Context: an optimization exercise on an open-source flow, tuned for small area, a short achievable clock period and few clock cycles. The choices shown serve that exercise and are no tape-out recipe.
RTL that was checked went through simulation tests only; none was proved equivalent to the original.
Only the layout flow was run in run 1; the RTL was not checked for function there.
Power figures rest on the tool's default switching activity, not on a simulated workload.

### flow/config.mk
export PLATFORM = sky130hd
export DESIGN_NAME = rvf_curve_builder
export DESIGN_NICKNAME = rvf_curve_builder
export VERILOG_FILES = /design/flow/design.v
export SDC_FILE = /design/flow/constraint.sdc
export NUM_CORES = 4
export LEC_CHECK = 0
export ABC_AREA = 1
export CAP_MARGIN = 20
export CORE_MARGIN = 2
export CORE_UTILIZATION = 40
export PLACE_DENSITY = 0.6
export SLEW_MARGIN = 20
### flow/constraint.sdc
create_clock -name core_clock -period 10.0 [get_ports {clk}]
set_input_delay 2.0000 -clock core_clock [delete_from_list [all_inputs] [get_ports {clk}]]
set_output_delay 2.0000 -clock core_clock [all_outputs]
set_load 0.01 [all_outputs]
### flow/design.v
module rvf_curve_builder (
    input  wire        clk,
    input  wire        rst,
    input  wire        start,
    input  wire [6:0]  bw,           
    input  wire [6:0]  bh,           
    output wire        idle,
    output reg         wr_valid,
    output reg  [11:0] wr_addr,      
    output reg  [11:0] wr_data,      
    output reg         done
);
    reg        idle_r;
    reg        su;               
    reg        run;              
    reg        f1, f2;           
    reg [6:0]  gw;               
    reg        k0;               
    reg [4:0]  ox, oy;           
    reg [5:0]  xh;               
    reg [5:0]  yh;               
    reg [9:0]  t;                
    reg        vd;               
    reg [5:1]  xd, yd;           
    reg        s0, c0;           
    reg [3:0]  rm;               
    reg [5:0]  ty;               
    reg [11:0] rb;               
    reg        ev;               
    reg [5:0]  xa;               
    assign idle = idle_r;
    wire [5:0] gh = yh;
    wire [5:0] w1 = gw[5:0] - 6'd1;
    wire [5:0] h1 = gh - 6'd1;        
    wire [5:0] v = w1 | h1;
    wire [5:0] th;               
    genvar gj;
    generate for (gj = 0; gj < 6; gj = gj + 1) begin : g_th
        assign th[gj] = |v[5:gj];
    end endgenerate
    wire [5:0] dw = th & ~w1;    
    wire [5:0] dh = th & ~h1;
    wire [4:0] ox_w = dw[5:1];
    wire [4:0] oy_w = dh[5:1];
    wire [6:0] cw = {1'b0, dw} + 7'd1;
    wire [6:0] ch = {1'b0, dh} + 7'd1;
    wire [5:0] xh_w = th & ~cw[6:1];
    wire [5:0] yh_w = th & ~ch[6:1];
    wire [5:1] d1, d0;
    wire [5:0] sw, cp;
    wire [5:1] x, y;
    generate for (gj = 1; gj < 6; gj = gj + 1) begin : g_dig
        assign d1[gj] = t[2*gj-1];
        assign d0[gj] = t[2*gj-2];
    end endgenerate
    generate for (gj = 0; gj < 6; gj = gj + 1) begin : g_pos
        if (gj == 5) begin : g_top
            assign sw[gj] = k0;
            assign cp[gj] = 1'b0;
        end else begin : g_low
            assign sw[gj] = k0 ^ ((5 - gj) % 2 == 1) ^ (^d1[5:gj+1]) ^ (^d0[5:gj+1]);
            assign cp[gj] = ^(d1[5:gj+1] & d0[5:gj+1]);
        end
        if (gj > 0) begin : g_xy
            assign x[gj] = d1[gj] ^ cp[gj] ^ (d0[gj] & sw[gj]);
            assign y[gj] = x[gj] ^ d0[gj];
        end
    end endgenerate
    wire [1:0] ck_w, rk_w;
    assign ck_w[0] = ~((x == {1'b0, ox[4:1]}) & ox[0]);
    assign ck_w[1] = ~((x == xh[5:1]) & ~xh[0]);
    assign rk_w[0] = ~((y == {1'b0, oy[4:1]}) & oy[0]);
    assign rk_w[1] = ~((y == yh[5:1]) & ~yh[0]);
    wire [3:0] in_w;
    generate for (gj = 0; gj < 4; gj = gj + 1) begin : g_in
        wire a1 = (gj >> 1) & 1;
        wire a0 = gj & 1;
        wire px = a1 ^ cp[0] ^ (a0 & sw[0]);
        assign in_w[gj] = ck_w[px] & rk_w[px ^ a0];
    end endgenerate
    wire [5:1] oxb = {1'b0, ox[4:1]}, oyb = {1'b0, oy[4:1]};
    wire [5:1] glx = ~xd & oxb, elx = ~(xd ^ oxb);
    wire [5:1] ghx = xd & ~xh[5:1], ehx = ~(xd ^ xh[5:1]);
    wire [5:1] gly = ~yd & oyb, ely = ~(yd ^ oyb);
    wire [5:1] ghy = yd & ~yh[5:1], ehy = ~(yd ^ yh[5:1]);
    wire [5:1] ltx, gtx, lty, gty, out;
    generate for (gj = 1; gj < 6; gj = gj + 1) begin : g_cmp
        if (gj == 5) begin : g_top
            assign ltx[gj] = glx[gj];
            assign gtx[gj] = ghx[gj];
            assign lty[gj] = gly[gj];
            assign gty[gj] = ghy[gj];
        end else begin : g_low
            assign ltx[gj] = ltx[gj+1] | (glx[gj] & (&elx[5:gj+1]));
            assign gtx[gj] = gtx[gj+1] | (ghx[gj] & (&ehx[5:gj+1]));
            assign lty[gj] = lty[gj+1] | (gly[gj] & (&ely[5:gj+1]));
            assign gty[gj] = gty[gj+1] | (ghy[gj] & (&ehy[5:gj+1]));
        end
        assign out[gj] = ltx[gj] | gtx[gj] | lty[gj] | gty[gj];
    end endgenerate
    wire [6:1] sk;
    assign sk[1] = vd & out[1];
    generate for (gj = 2; gj < 6; gj = gj + 1) begin : g_sk
        if (gj == 2) begin : g_2
            assign sk[gj] = vd & out[gj] & t[0] & ~t[1];
        end else begin : g_n
            assign sk[gj] = vd & out[gj] & t[0] & ~(|t[2*gj-3:1]);
        end
    end endgenerate
    assign sk[6] = 1'b0;
    wire [9:0] m;
    generate for (gj = 0; gj < 10; gj = gj + 1) begin : g_m
        assign m[gj] = sk[gj/2 + 2];
    end endgenerate
    wire [9:0] tm = t | m;
    wire [9:0] cy;               
    wire [9:0] t_step;
    generate for (gj = 0; gj < 10; gj = gj + 1) begin : g_step
        if (gj == 0) begin : g_b0
            assign cy[gj] = 1'b1;
        end else begin : g_bn
            assign cy[gj] = &tm[gj-1:0];
        end
        assign t_step[gj] = (tm[gj] ^ cy[gj]) & ~m[gj];
    end endgenerate
    wire bubble = sk[2];         
    wire [1:0] f = rm[0] ? 2'd0 : rm[1] ? 2'd1 : rm[2] ? 2'd2 : 2'd3;
    wire [3:0] rm_n = rm & (rm - 4'd1);           
    wire       more = |rm_n;
    wire       fx = f[1] ^ c0 ^ (f[0] & s0);
    wire       fy = fx ^ f[0];
    wire [5:0] xe = {xd, fx};    
    wire [5:0] ye = {yd, fy};
    wire [5:0] ty_p = ty + 6'd1;
    wire [5:0] ty_m = ty - 6'd1;
    wire       y_eq = (ye == ty);
    wire [5:0] gu = ye & ~ty, eu = ~(ye ^ ty);
    wire [5:0] upc;              
    generate for (gj = 0; gj < 6; gj = gj + 1) begin : g_up
        if (gj == 5) begin : g_top
            assign upc[gj] = gu[gj];
        end else begin : g_low
            assign upc[gj] = upc[gj+1] | (gu[gj] & (&eu[5:gj+1]));
        end
    end endgenerate
    wire       y_up = vd & upc[0];
    wire       y_dn = vd & ~upc[0] & ~y_eq;
    wire       y_st = ~y_up & ~y_dn;
    wire       near = y_eq | (ye == ty_p) | (ye == ty_m);
    wire       emit = run & vd & ~out[1];
    wire       stall = emit & ~near;
    wire       hold = stall | (emit & more);          
    wire [11:0] rb_p = rb + {5'd0, gw};
    wire [11:0] rb_m = rb - {5'd0, gw};
    wire t_last = vd & ~hold & (bubble ? (&tm) : ~(|t));
    always @(posedge clk) begin
        if (rst) begin
            idle_r   <= 1'b1;
            su       <= 1'b0;
            run      <= 1'b0;
            f1       <= 1'b0;
            f2       <= 1'b0;
            ev       <= 1'b0;
            vd       <= 1'b0;
            wr_valid <= 1'b0;
            done     <= 1'b0;
        end else begin
            su       <= idle_r & start;
            f1       <= run & t_last;
            if (su) vd <= 1'b0;
            else if (!hold) vd <= ~bubble;
            f2       <= f1;
            done     <= f2;
            ev       <= emit & near;
            wr_valid <= ev;
            if (idle_r & start) idle_r <= 1'b0;
            if (f2) idle_r <= 1'b1;
            if (su) run <= 1'b1;
            if (run & t_last) run <= 1'b0;
        end
        if (idle_r) begin
            gw <= bw;
            yh <= bh[5:0];
        end
        if (su) begin
            k0 <= ^th;
            ox <= ox_w;
            oy <= oy_w;
            xh <= xh_w;
            yh <= yh_w;
        end
        if (su) begin
            t  <= 10'd0;
            ty <= {1'b0, oy_w};
            rb <= -{7'd0, ox_w};
        end else begin
            if (!hold) begin
                t  <= t_step;
                xd <= x;
                yd <= y;
                s0 <= sw[0];
                c0 <= cp[0];
                rm <= in_w;
            end else if (!stall) begin
                rm <= rm_n;
            end
            ty <= ({6{y_up}} & ty_p) | ({6{y_dn}} & ty_m) | ({6{y_st}} & ty);
            rb <= ({12{y_up}} & rb_p) | ({12{y_dn}} & rb_m) | ({12{y_st}} & rb);
        end
        xa <= xe;
        wr_addr <= rb + {6'd0, xa};
        if (su) wr_data <= 12'd0;
        else wr_data <= wr_data + {11'd0, wr_valid};
    end
endmodule
### flow/flow/run.sh
#!/bin/bash
# The standard layout (standard.sh), with two changes to how it is made:
# timing repair aims at a setup margin of 7.0 ns, and the port buffers are
# sky130_fd_sc_hd__buf_2 cells. make's full output goes to standard_flow.log,
# each tool's own log to orfs/logs/.
set -euo pipefail
bash standard.sh SETUP_SLACK_MARGIN=7.0 'BUFFER_PORTS_ARGS=-buffer_cell sky130_fd_sc_hd__buf_2' finish > standard_flow.log 2>&1
### flow/standard.sh
#!/bin/bash
# synth_recipe.tcl (not shown) runs the flow's synth.tcl, then flattens the netlist and writes it again
# the make line also repeats each setting of config.mk as NAME=value (left out here)
make -C /OpenROAD-flow-scripts/flow DESIGN_CONFIG=/design/flow/config.mk WORK_HOME=/design/flow/orfs CLKGATE_MAP_FILE= SYNTH_SCRIPT=/design/flow/synth_recipe.tcl "${@:-finish}"
==> results.yml, run 1 <==
routing:
  vias: 7309
  wire_per_inst_um: 15.28
  antenna_left: 0
  vias_per_cell: 5.097
  firstDrtPassIters: 5
  drt-initial-drc-count: 530
  drcViolationCount: 0
  wirelength_mm: 21.91
die:
  rows: 52
  die-area_um2: 21410
  io_pins: 44
  die_h_um: 146.3
  dieWidth_um: 146.3
  start_util_pct: 40.43
  core_area_um2: 20040
synth:
  syn_area_um2: 8102
  yosys_warnings: 1
  synth_ff_type: "dfxtp_1"
  synthDominantCellAreaShare_pct: 17.05
  ys_ff_latch: 113
  synth_edf_count: 46
  avgSynthCellArea_um2: 7.494
  ys_seq_area_share_pct: 33.61
  syn-num-nets: 1154
  synth_largest_area_cell: "edfxtp_1"
  yosysUniqueCellTypes: 56
  synth_area_leaders: "edfxtp_1 (17%), dfxtp_1 (17%), nand2_1 (12%)"
  synthesis.instances: 1081
  ys_async_sr_fraction_pct: 0
timing:
  finalSetupViolCount: 0
  final_max_slew_viol_count: 0
  skew_ns: 0.007379
  fin_hold_ws_ns: 0.4045
  worstMarginPinSlew_ns: 0.7651
  post-route-min-period_ns: 2.968
  fmax_mhz: 337.0
  slew_headroom_pct: 48.92
  final.setup.tns_ns: 0
  final.period_utilization_pct: 29.68
  setup_slack_ns: 7.032
  rsz0062_at_grt: "true"
  hold_viol: 0
global_route:
  grt_start_max_net_pins: 45
  grtUsageTotal_pct: 20.36
  grt_pass1_wl_mm: 34.44
  antenna_found_initial: 0
  overflow: 0
  grt_pass1_vias: 6772
layout:
  layout-drive-gt1-share_pct: 21.31
  utilization_pct: 47.63
  area_growth_pct: 17.81
  layout_commonest_cell: "nand2_1"
  final_nets: 1224
  fill_cells: 2021
  multiInputGateArea_um2: 4797
  final_cell_mix: "nand2_1 (254), inv_1 (116), nand3_1 (97), nor2_1 (80), dfxtp_1 (62)"
  regArea_um2: 2729
  diodes: 0
setup_path:
  cp-startpoint: "idle_r$_SDFFE_PP1P_"
  cpMaxStageDelayCell: "dfxtp_2"
  crit_required_ns: 8.00
  max_stage_delay_ns: 0.31
  crit_chain: "buf_6, buf_6"
  critPathKind: "reg -> out"
  cpLargestDelayFamily: "flip-flops"
  cp_common_cell: "buf_6"
  critPathBufInv: 2
  r2r_end: "xh[4]$_DFFE_PP_"
  end_kind: "output pin"
  cp_max_fo: 2
  regToRegSetupSlack_ns: 7.06
  r2r_cells: 17
  timing.rr.start: "gw[0]$_DFFE_PP_"
  startpoint_type: "flop"
  worstPathArrival_ns: 0.97
clock_network:
  clockRootBuffer: "clkbuf_16"
  insertion_delay_ns: 0.42
  numCtsBuffers: 17
  clkSlewWorstSetupHoldPaths_ns: 0.05
  h-tree-depth: 4
  cts.path.max_buffers: 2
  cts_tree: "built"
  clock-sinks: 113
hold_path:
  hp-start: "f1$_SDFF_PP0_"
  min_path_cells: 2
  min_to: "f2$_SDFF_PP0_"
  hp-class: "reg -> reg"
run:
  cap_violations: 0
placed_design:
  pre_cts_slack_ns: 6.585
  portBuffers: 42
  place.gp.congestion: 0.8946
  dp_hpwl_mm: 16.40
power:
  p_leak_nw: 4.527
  peakVddDrop_mv: 0.1395
  power_density_nw_per_um2: 305.0
run_status:
  status: "timing/DRC/antenna clean"
## worst register-to-register path, stage by stage (launching register included)
cell and delay [ns]:
edfxtp_1 0.53, inv_2 0.12, ha_1 0.19, nand3_1 0.13
xor2_2 0.19, nor2_2 0.17, nand2_4 0.09, nor2_4 0.18
inv_4 0.08, nor2_8 0.12, inv_2 0.06, nand2_4 0.10
inv_2 0.07, ha_1 0.18, and3_1 0.21, nand3_2 0.08
nand2_1 0.04, nor3b_1 0.14
## cell usage after synthesis, types with 10 or more instances
master    count
a21oi_1      46
dfxtp_1      67
edfxtp_1     46
ha_1         53
inv_1       123
inv_2        27
nand2_1     256
nand2_2      31
nand3_1      99
nand3_2      10
nand4_1      23
nor2_1       87
nor2_2       12
nor3_1       14
o21ai_0      32
xnor2_1      14
xor2_1       28
## repair_timing
action	4_1_cts	5_1_grt
buffers inserted	4	21
setup endpoints to repair	31	39
gates resized for setup	11	29
pin swaps	2	14
gates cloned	0	2
hold buffers	0	0
## cell type report
cell class,instances,area share [%]
clock buffers,18,4.497
clock inverters,14,1.966
inverters,152,6.122
multi-input cells,795,50.26
flip-flops and latches,113,28.59
well taps,270,3.540
repair buffers,72,5.021
## flip-flops by register name, summed over array words and instances (netlist names), 4 cells and up
name and cells:
xd 5, rm 4, ty 6, t 10, oy 5, xh 6
gw 7, rb 12, yd 5, xa 6, yh 6, ox 5
wr_addr 12, wr_data 12
## where the power goes
part / switching (mW) / internal [mW] / total [mW]
clock: 0.228 / 0.416 / 0.644
sequential: 0.162 / 0.637 / 0.799
combinational: 0.902 / 0.567 / 1.47
total: 1.29 / 1.62 / 2.91
## worst max path at each step
stage | end | slack [ns] | depth (start not counted)
3_5_place_dp | xd[1]$_DFFE_PP_ | 6.58 | 14
6_report | idle | 7.03 | 2
2_1_floorplan | c0$_DFFE_PP_ | 7.37 | 14
4_1_cts | xh[4]$_DFFE_PP_ | 7.00 | 17
5_1_grt | xh[4]$_DFFE_PP_ | 6.89 | 17
3_3_place_gp | c0$_DFFE_PP_ | 6.61 | 14
## logic make-up (layout without fill, tap and decap cells)
| family | Yosys count | after routing | synth area share [%] |
|---|---|---|---|
| XOR/XNOR | 50 | 50 | 6.147 |
| flip-flops | 113 | 113 | 33.61 |
| AND/OR/NAND/NOR | 567 | 568 | 33.67 |
| AO/OA/AOI/OAI | 121 | 121 | 8.803 |
| adder cells (fa/ha/maj) | 56 | 56 | 8.927 |
| buffers and inverters | 174 | 256 | 8.849 |
## through the flow
| step | instances | total power [mW] | instance area (um2) |
|---|---|---|---|
| final | 1434 | 2.911 | 9544 |
| after global routing | 1434 | 3.150 | 9544 |
| after CTS | 1411 | 2.850 | 9234 |
| after detailed placement | 1375 | 2.186 | 8534 |
| after global placement | 1375 | 2.168 | 8534 |
| after floorplan | 1081 | 1.874 | 8102 |
## layer usage
layer  track usage, %  vias to the layer above  wire length [um]
met5                0                        -                 0
met1            27.63                     3391             10110
li1                 -                     3698                 -
met2            32.26                      182              9912
met3            3.469                       38              1174
met4            8.398                        0               706
==> run 2: changes to the inputs <==
--- a/flow/design.v
+++ b/flow/design.v
@@ -14,7 +14,7 @@
     reg        su;               
     reg        run;              
     reg        f1, f2;           
-    reg [6:0]  gw;               
+    reg [5:0]  w1;               
     reg        k0;               
     reg [4:0]  ox, oy;           
     reg [5:0]  xh;               
@@ -29,9 +29,7 @@
     reg        ev;               
     reg [5:0]  xa;               
     assign idle = idle_r;
-    wire [5:0] gh = yh;
-    wire [5:0] w1 = gw[5:0] - 6'd1;
-    wire [5:0] h1 = gh - 6'd1;        
+    wire [5:0] h1 = yh;
     wire [5:0] v = w1 | h1;
     wire [5:0] th;               
     genvar gj;
@@ -150,8 +148,8 @@
     wire       emit = run & vd & ~out[1];
     wire       stall = emit & ~near;
     wire       hold = stall | (emit & more);          
-    wire [11:0] rb_p = rb + {5'd0, gw};
-    wire [11:0] rb_m = rb - {5'd0, gw};
+    wire [11:0] rb_p = rb + {6'd0, w1} + 12'd1;       
+    wire [11:0] rb_m = rb + {6'h3f, ~w1};             
     wire t_last = vd & ~hold & (bubble ? (&tm) : ~(|t));
     always @(posedge clk) begin
         if (rst) begin
@@ -179,8 +177,8 @@
             if (run & t_last) run <= 1'b0;
         end
         if (idle_r) begin
-            gw <= bw;
-            yh <= bh[5:0];
+            w1 <= bw[5:0] - 6'd1;
+            yh <= bh[5:0] - 6'd1;
         end
         if (su) begin
             k0 <= ^th;
==> flow/flow/run.sh (replaced) <==
#!/bin/bash
# The standard layout (standard.sh), with three changes to how it is made:
# timing repair aims at a setup margin of 6.9 ns, the port buffers are
# sky130_fd_sc_hd__buf_2 cells, and clock tree synthesis adds no dummy loads.
# make's full output goes to standard_flow.log, each tool's own log to
# orfs/logs/.
set -euo pipefail
bash standard.sh SETUP_SLACK_MARGIN=6.9 \
  'BUFFER_PORTS_ARGS=-buffer_cell sky130_fd_sc_hd__buf_2' \
  'CTS_ARGS=-sink_clustering_enable -repair_clock_nets -dont_use_dummy_load ' \
  finish > standard_flow.log 2>&1
==> results.yml, run 2 <==
layout:
  fin_area_um2: 8378
  reg_top3: "rb (12), wr_addr (12), wr_data (12)"
  layout-drive-gt1-share_pct: 11.44
  multiInputGateArea_um2: 4265
  final_nets: 1148
  final_cell_mix: "nand2_1 (232), inv_1 (149), nor2_1 (95), nand3_1 (93), dfxtp_1 (65)"
  fill_cells: 1947
  diodes: 0
  area_growth_pct: 9.216
  layout_commonest_cell: "nand2_1"
  regArea_um2: 2695
  utilization_pct: 44.64
setup_path:
  critPathKind: "reg -> out"
  max_stage_delay_ns: 0.44
  crit_chain: "buf_2"
  cpLargestDelayFamily: "flip-flops"
  worstPathArrival_ns: 0.96
  cpMaxStageDelayCell: "dfxtp_2"
  end_kind: "output pin"
  cp_max_fo: 9
  startpoint_type: "flop"
  crit_required_ns: 8.00
  regToRegSetupSlack_ns: 7.09
  critPathBufInv: 1
  r2r_end: "yd[3]$_DFFE_PP_"
  timing.rr.start: "yd[5]$_DFFE_PP_"
  r2r_cells: 11
synth:
  yosys_warnings: 1
  synthDominantCellAreaShare_pct: 17.62
  yosysUniqueCellTypes: 55
  synthesis.instances: 1042
  synth_area_leaders: "edfxtp_1 (18%), dfxtp_1 (17%), nand2_1 (11%)"
  ys_seq_area_share_pct: 35.10
  ys_async_sr_fraction_pct: 0
  syn_area_um2: 7671
  synth_common_cells: "nand2_1 (232), inv_1 (150), nor2_1 (100)"
  syn-num-nets: 1113
  synth_ff_type: "dfxtp_1"
  avgSynthCellArea_um2: 7.362
  synth_edf_count: 45
  yosysMostFrequentCell: "nand2_1"
  synth_largest_area_cell: "edfxtp_1"
  ys_ff_latch: 112
power:
  pwr-share-seq_pct: 33.8
  power_density_nw_per_um2: 273.5
  clockPowerShare_pct: 13.8
  p_sw_share_pct: 45.71
  intPower_mw: 1.244
  peakVddDrop_mv: 0.09834
  p_total_mw: 2.291
  comb_power_share_pct: 52.4
  p_sw_mw: 1.047
  p_leak_nw: 4.068
routing:
  firstDrtPassIters: 5
  wire_per_inst_um: 14.43
  antenna_left: 0
  drt-initial-drc-count: 334
  vias: 6631
  wirelength_mm: 18.89
  drcViolationCount: 0
  vias_per_cell: 5.066
placed_design:
  post_dp_cell_area_um2: 8036
  place.gp.congestion: 0.8755
  dp_hpwl_mm: 14.77
  portBuffers: 41
timing:
  fmax_mhz: 337.7
  finalSetupViolCount: 0
  final.period_utilization_pct: 29.61
  rsz0062_at_grt: "true"
  skew_ns: 0.01422
  hold_viol: 0
  fin_hold_ws_ns: 0.4101
  post-route-min-period_ns: 2.961
  final.setup.tns_ns: 0
  final_max_slew_viol_count: 0
  worstMarginPinSlew_ns: 0.6622
  slew_headroom_pct: 55.85
die:
  dieWidth_um: 142.5
  start_util_pct: 40.87
  io_pins: 44
  die_h_um: 142.5
  rows: 50
  die-area_um2: 20300
  core_area_um2: 18770
run:
  cap_violations: 0
global_route:
  antenna_found_initial: 0
  grt_start_max_net_pins: 49
  grt_pass1_wl_mm: 30.88
  overflow: 0
  grtUsageTotal_pct: 19.40
  grt_pass1_vias: 6078
hold_path:
  min_to: "wr_valid$_SDFF_PP0_"
  min_path_cells: 2
  hp-class: "reg -> reg"
  hp-start: "ev$_SDFF_PP0_"
clock_network:
  clkSlewWorstSetupHoldPaths_ns: 0.07
  cts.path.max_buffers: 2
  cts_tree: "built"
  clock-sinks: 112
  numCtsBuffers: 9
  h-tree-depth: 3
  clockRootBuffer: "clkbuf_16"
  insertion_delay_ns: 0.35
run_status:
  status: "timing/DRC/antenna clean"
[run 2: cell families after synthesis]
| group | Yosys count | synth area share (%) |
|---|---|---|
| and+or+nand+nor | 509 | 29.73 |
| buffers and inverters | 188 | 10.01 |
| DFF | 112 | 35.10 |
| adders and majority gates | 54 | 9.101 |
| xor gates and xnor gates | 58 | 6.818 |
| AOI/OAI and AO/OA | 121 | 9.232 |
[run 2: area by class of cell]
class / count / share of cell area (%)
timing repair buffer: 48 / 3.226
clock buffer: 9 / 2.688
inverter: 164 / 7.512
sequential: 112 / 32.17
multi-input combinational: 742 / 50.91
tap: 234 / 3.495
[run 2: how the worst max path moves through the flow]
stage                              startpoint         endpoint  slack, ns  cells after the start
after global routing      rm[0]$_SDFFCE_PP0P_    rb[7]$_DFF_P_       6.83                     14
after CTS                     rm[1]$_DFFE_PP_    rb[0]$_DFF_P_       6.90                     12
after global placement        rm[1]$_DFFE_PP_  yd[5]$_DFFE_PP_       6.20                     14
final                     idle_r$_SDFFE_PP1P_             idle       7.04                      1
after detailed placement      rm[1]$_DFFE_PP_  yd[5]$_DFFE_PP_       6.20                     14
after floorplan               rm[1]$_DFFE_PP_     c0$_DFFE_PP_       6.98                     15
[run 2: repair_timing]
item                                    CTS  global route
endpoints found under the setup margin   30            28
buffers inserted                          3             2
pin swaps                                 2             0
resized for setup                         7            10
hold buffers                              0             0
[run 2: metrics by stage]
step | setup WS, ns | instances
final | 7.039 | 1309
after detailed placement | 6.197 | 1295
after global placement | 6.203 | 1295
after CTS | 6.895 | 1307
after global routing | 6.833 | 1309
after floorplan | 6.980 | 1042
[run 2: power by group through the flow]
stage	Sequential, mW	Clock [mW]	Combinational (mW)
after floorplan	0.713	0	0.968
after global routing	0.795	0.341	1.38
final	0.775	0.317	1.20
after global placement	0.781	0	1.15
after CTS	0.773	0.327	1.18
after detailed placement	0.782	0	1.16
[run 2: layer usage]
layer / wire [um] / GRT usage (%) / up-vias
li1: - / - / 3457
met1: 9189 / 27.77 / 2977
met2: 8442 / 30.44 / 172
met3: 894 / 2.153 / 25
met4: 363 / 6.618 / 0
met5: 0 / 0 / -
[run 2: tightest hold or removal path, stage by stage (launching register included)]
cell and delay, ns:
dfxtp_1 0.30, inv_1 0.04, nor2_1 0.03
Testbench counts of run 2, summed over its fixed seeds: cycles 150,431.
==> run 3: changes to the inputs <==
==> flow/flow/run.sh (replaced) <==
#!/bin/bash
# The standard layout (standard.sh), with four changes to how it is made:
# - synthesis is synth_recipe.tcl's (synth -nofsm -noshare, flatten, rename)
#   except that its ABC call maps with flow/abc.script, a delay-targeted
#   mapping (1800 ps) with area recovery, and Yosys does not extract full and
#   half adders before ABC; registers are mapped as before;
# - timing repair aims at a setup margin of 7.0 ns;
# - the port buffers are sky130_fd_sc_hd__buf_2 cells;
# - clock tree synthesis adds no dummy loads.
# make's full output goes to standard_flow.log, each tool's own log to
# orfs/logs/.
set -euo pipefail
here=$(pwd)
export MY_ABC_SCRIPT=$here/flow/abc.script
bash standard.sh SYNTH_SCRIPT=$here/flow/synth.tcl SETUP_SLACK_MARGIN=7.0 \
  'BUFFER_PORTS_ARGS=-buffer_cell sky130_fd_sc_hd__buf_2' \
  'CTS_ARGS=-sink_clustering_enable -repair_clock_nets -dont_use_dummy_load -buf_list sky130_fd_sc_hd__clkbuf_8' \
  finish > standard_flow.log 2>&1
==> flow/flow/abc.script (new file) <==
strash
dch
map -D 1800
topo
stime -c
buffer -c
upsize -c -D 1800
dnsize -c -D 1800
==> flow/flow/synth.tcl (new file) <==
proc synth {args} { yosys synth -nofsm -noshare {*}$args }
proc abc {args} {
  set i [lsearch -exact $args -script]
  if { $i >= 0 } {
    set args [lreplace $args $i [expr {$i + 1}] -script $::env(MY_ABC_SCRIPT)]
  }
  puts "abc wrapper: $args"
  yosys abc {*}$args
}
proc extract_fa {args} { puts "extract_fa skipped" }
source $::env(SCRIPTS_DIR)/synth.tcl
# left out here: clear keep_hierarchy, flatten, clean up, hide names made inside functions, write 1_2_yosys.v
==> results.yml, run 3 <==
timing:
  skew_ns: 0.03812
  finalSetupViolCount: 0
  rsz0062_at_grt: "false"
  final.setup.tns_ns: 0
  slew_headroom_pct: 51.22
  worstMarginPinSlew_ns: 0.7317
  fmax_mhz: 346.0
  post-route-min-period_ns: 2.890
  hold_viol: 0
  final_max_slew_viol_count: 0
  final.period_utilization_pct: 28.90
power:
  pwr-share-seq_pct: 36.7
  comb_power_share_pct: 52.4
  peakVddDrop_mv: 0.1021
  p_total_mw: 2.050
  p_sw_mw: 0.9044
  intPower_mw: 1.145
  clockPowerShare_pct: 10.9
  p_sw_share_pct: 44.12
  p_leak_nw: 3.368
  power_density_nw_per_um2: 268.0
setup_path:
  crit_required_ns: 8.00
  max_stage_delay_ns: 0.37
  end_kind: "output pin"
  cpLargestDelayFamily: "flip-flops"
  critPathKind: "reg -> out"
  startpoint_type: "flop"
  worstPathArrival_ns: 0.89
  cp_max_fo: 3
  critPathBufInv: 1
  crit_chain: "buf_2"
  cpMaxStageDelayCell: "dfxtp_1"
routing:
  wirelength_mm: 16.53
  antenna_left: 0
  vias: 5811
  wire_per_inst_um: 14.12
  firstDrtPassIters: 5
  drt-initial-drc-count: 457
  vias_per_cell: 4.967
  drcViolationCount: 0
synth:
  synth_ff_type: "dfxtp_1"
  ys_seq_area_share_pct: 39.92
  synthDominantCellAreaShare_pct: 20.03
  ys_ff_latch: 112
  yosysUniqueCellTypes: 61
  yosysMostFrequentCell: "nand2_1"
  synth_common_cells: "nand2_1 (153), nor2_1 (130), inv_1 (121)"
  syn_area_um2: 6745
  syn-num-nets: 902
  synth_largest_area_cell: "edfxtp_1"
  synthesis.instances: 885
  avgSynthCellArea_um2: 7.622
  synth_area_leaders: "edfxtp_1 (20%), dfxtp_1 (20%), nand2_1 (8.5%)"
  ys_async_sr_fraction_pct: 0
  synth_edf_count: 45
  yosys_warnings: 1
layout:
  area_growth_pct: 13.39
  diodes: 0
  reg_top3: "rb (12), wr_addr (12), wr_data (12)"
  final_nets: 969
  final_cell_mix: "nand2_1 (152), nor2_1 (125), inv_1 (120), dfxtp_1 (58), o21ai_0 (57)"
  layout_commonest_cell: "nand2_1"
  layout-drive-gt1-share_pct: 17.05
  final_cells: 1170
  fin_area_um2: 7649
clock_network:
  ctsHoldBuffers: 0
  clockRootBuffer: "clkbuf_8"
  cts_tree: "built"
  cts.path.max_buffers: 2
  numCtsBuffers: 9
  clock-sinks: 112
  clkSlewWorstSetupHoldPaths_ns: 0.10
  h-tree-depth: 3
  insertion_delay_ns: 0.38
die:
  die-area_um2: 17920
  core_area_um2: 16520
  start_util_pct: 40.82
  rows: 47
  dieWidth_um: 133.9
  io_pins: 44
  die_h_um: 133.9
global_route:
  grt_pass1_wl_mm: 26.30
  grt_start_max_net_pins: 59
  top_usage_layer: "met2"
  overflow: 0
  antenna_found_initial: 0
  grtUsageTotal_pct: 18.61
  grt_pass1_vias: 5166
  grtUsageMet2_pct: 29.43
  use_met1_pct: 26.40
  grt.met3_usage_pct: 3.250
placed_design:
  dp_hpwl_mm: 12.25
  place.gp.congestion: 0.8925
  post_dp_cell_area_um2: 7122
  portBuffers: 41
  dpl.cell_count: 1127
run:
  cap_violations: 0
run_status:
  status: "timing/DRC/antenna clean"
hold_path:
  hp-class: "reg -> reg"
[run 3: changes by cell type after synthesis, moves of 14 or more]
| cell | previous run | this run |
|---|---|---|
| nor2_1 | 100 | 130 |
| ha_1 | 51 | 0 |
| xor2_1 | 39 | 53 |
| nand2_2 | 21 | 4 |
| nand2_1 | 232 | 153 |
| inv_1 | 150 | 121 |
| o21ai_0 | 38 | 58 |
| nand3_1 | 93 | 23 |
[run 3: routing by layer]
metal,wire [um],vias to the layer above,share of wire [%]
met4,255,0,1.5
met2,7475,143,45
li1,-,3029,-
met1,7928,2625,48
met5,0,-,0
met3,865,14,5.2
[run 3: cells by family (layout without fill, tap and decap cells)]
| logic type | Yosys count | in the layout | synth area share, % |
|---|---|---|---|
| buf+inv | 147 | 212 | 8.941 |
| simple gates | 387 | 387 | 25.52 |
| flops | 112 | 112 | 39.92 |
| xor+xnor | 78 | 78 | 10.57 |
| compound gates | 161 | 161 | 15.04 |
[run 3: path summary, 6_finish.rpt]
check                         from                   to  slack (ns)  depth (start not counted)
max          wr_data[6]$_SDFF_PP0_           wr_data[6]        7.11                          1
min                  ev$_SDFF_PP0_  wr_valid$_SDFF_PP0_        0.42                          2
max reg2reg        xd[5]$_DFFE_PP_    t[9]$_SDFFE_PP0N_        7.15                         12
min reg2reg          ev$_SDFF_PP0_  wr_valid$_SDFF_PP0_        0.42                          2
[run 3: stage by stage]
stage / hold slack [ns] / worst slack [ns] / util (%)
2_1_floorplan: 0.3632 / 7.023 / -
3_3_place_gp: 0.4035 / 6.213 / 43.10
3_5_place_dp: 0.4049 / 6.260 / 43.10
4_1_cts: 0.4207 / 7.013 / 44.54
5_1_grt: 0.4393 / 6.979 / 46.29
6_report: 0.4166 / 7.110 / 46.29
[run 3: repair_timing]
item | in CTS | in global routing
setup buffers | 8 | 26
endpoints found under the setup margin | 40 | 43
gates resized for setup | 12 | 25
hold endpoints to repair | 0 | 0
pin swaps | 3 | 7
[run 3: area by class of cell]
class,instances,area [um2]
Tap cell,220,275.3
Inverter,126,486.7
Timing Repair Buffer,77,488.0
Sequential cell,112,2711
Fill cell,1669,8876
Clock buffer,9,123.9
Multi-Input combinational cell,626,3563
[run 3: power groups by stage]
stage	registers [mW]	logic, mW	clock network, mW
6_report	0.752	1.07	0.224
5_1_grt	0.770	1.21	0.251
4_1_cts	0.749	1.01	0.235
3_5_place_dp	0.759	0.993	0
3_3_place_gp	0.757	0.979	0
2_1_floorplan	0.721	0.806	0
[run 3: tightest hold or removal path, cell delays in order, from the launching register on]
cell     delay [ns]
dfxtp_1        0.31
inv_1          0.05
nor2_1         0.03

afterwards: timing with drivers on the ports:
The results above use ideal ports. As a check the final layouts listed here were re-extracted and re-timed, cells and wires unchanged.
Step 1 (the two cells are an assumption about what drives the block):
set clk [get_ports {clk}]
set_driving_cell -lib_cell sky130_fd_sc_hd__clkbuf_16 $clk
set_driving_cell -lib_cell sky130_fd_sc_hd__buf_2 [delete_from_list [all_inputs] $clk]
Step 2, shift: input delay + t, output delay - t, t = (earliest + latest rising clock arrival at the registers) / 2. This alone moves slack from input paths to output paths.
Three values: ideal ports, drivers, drivers and shift; two values: the first two.
run | shift t [ns] | setup WS [ns] | hold slack, ns | worst register clock-pin slew, ns | worst data-port slew with drivers (ns)
run 1 | 0.455 | 7.032 / 6.990 / 7.059 | 0.404 / 0.404 / 0.404 | 0.06 / 0.06 | 0.04
run 2 | 0.393 | 7.039 / 6.993 / 6.857 | 0.410 / 0.410 / 0.410 | 0.07 / 0.07 | 0.03
run 3 | 0.398 | 7.110 / 7.073 / 6.774 | 0.417 / 0.417 / 0.417 | 0.12 / 0.12 | 0.03
After both steps every run listed still meets setup and hold. The setup slack of run 3, which loses most, moves by -0.037 ns with the drivers and by -0.336 ns with both steps.
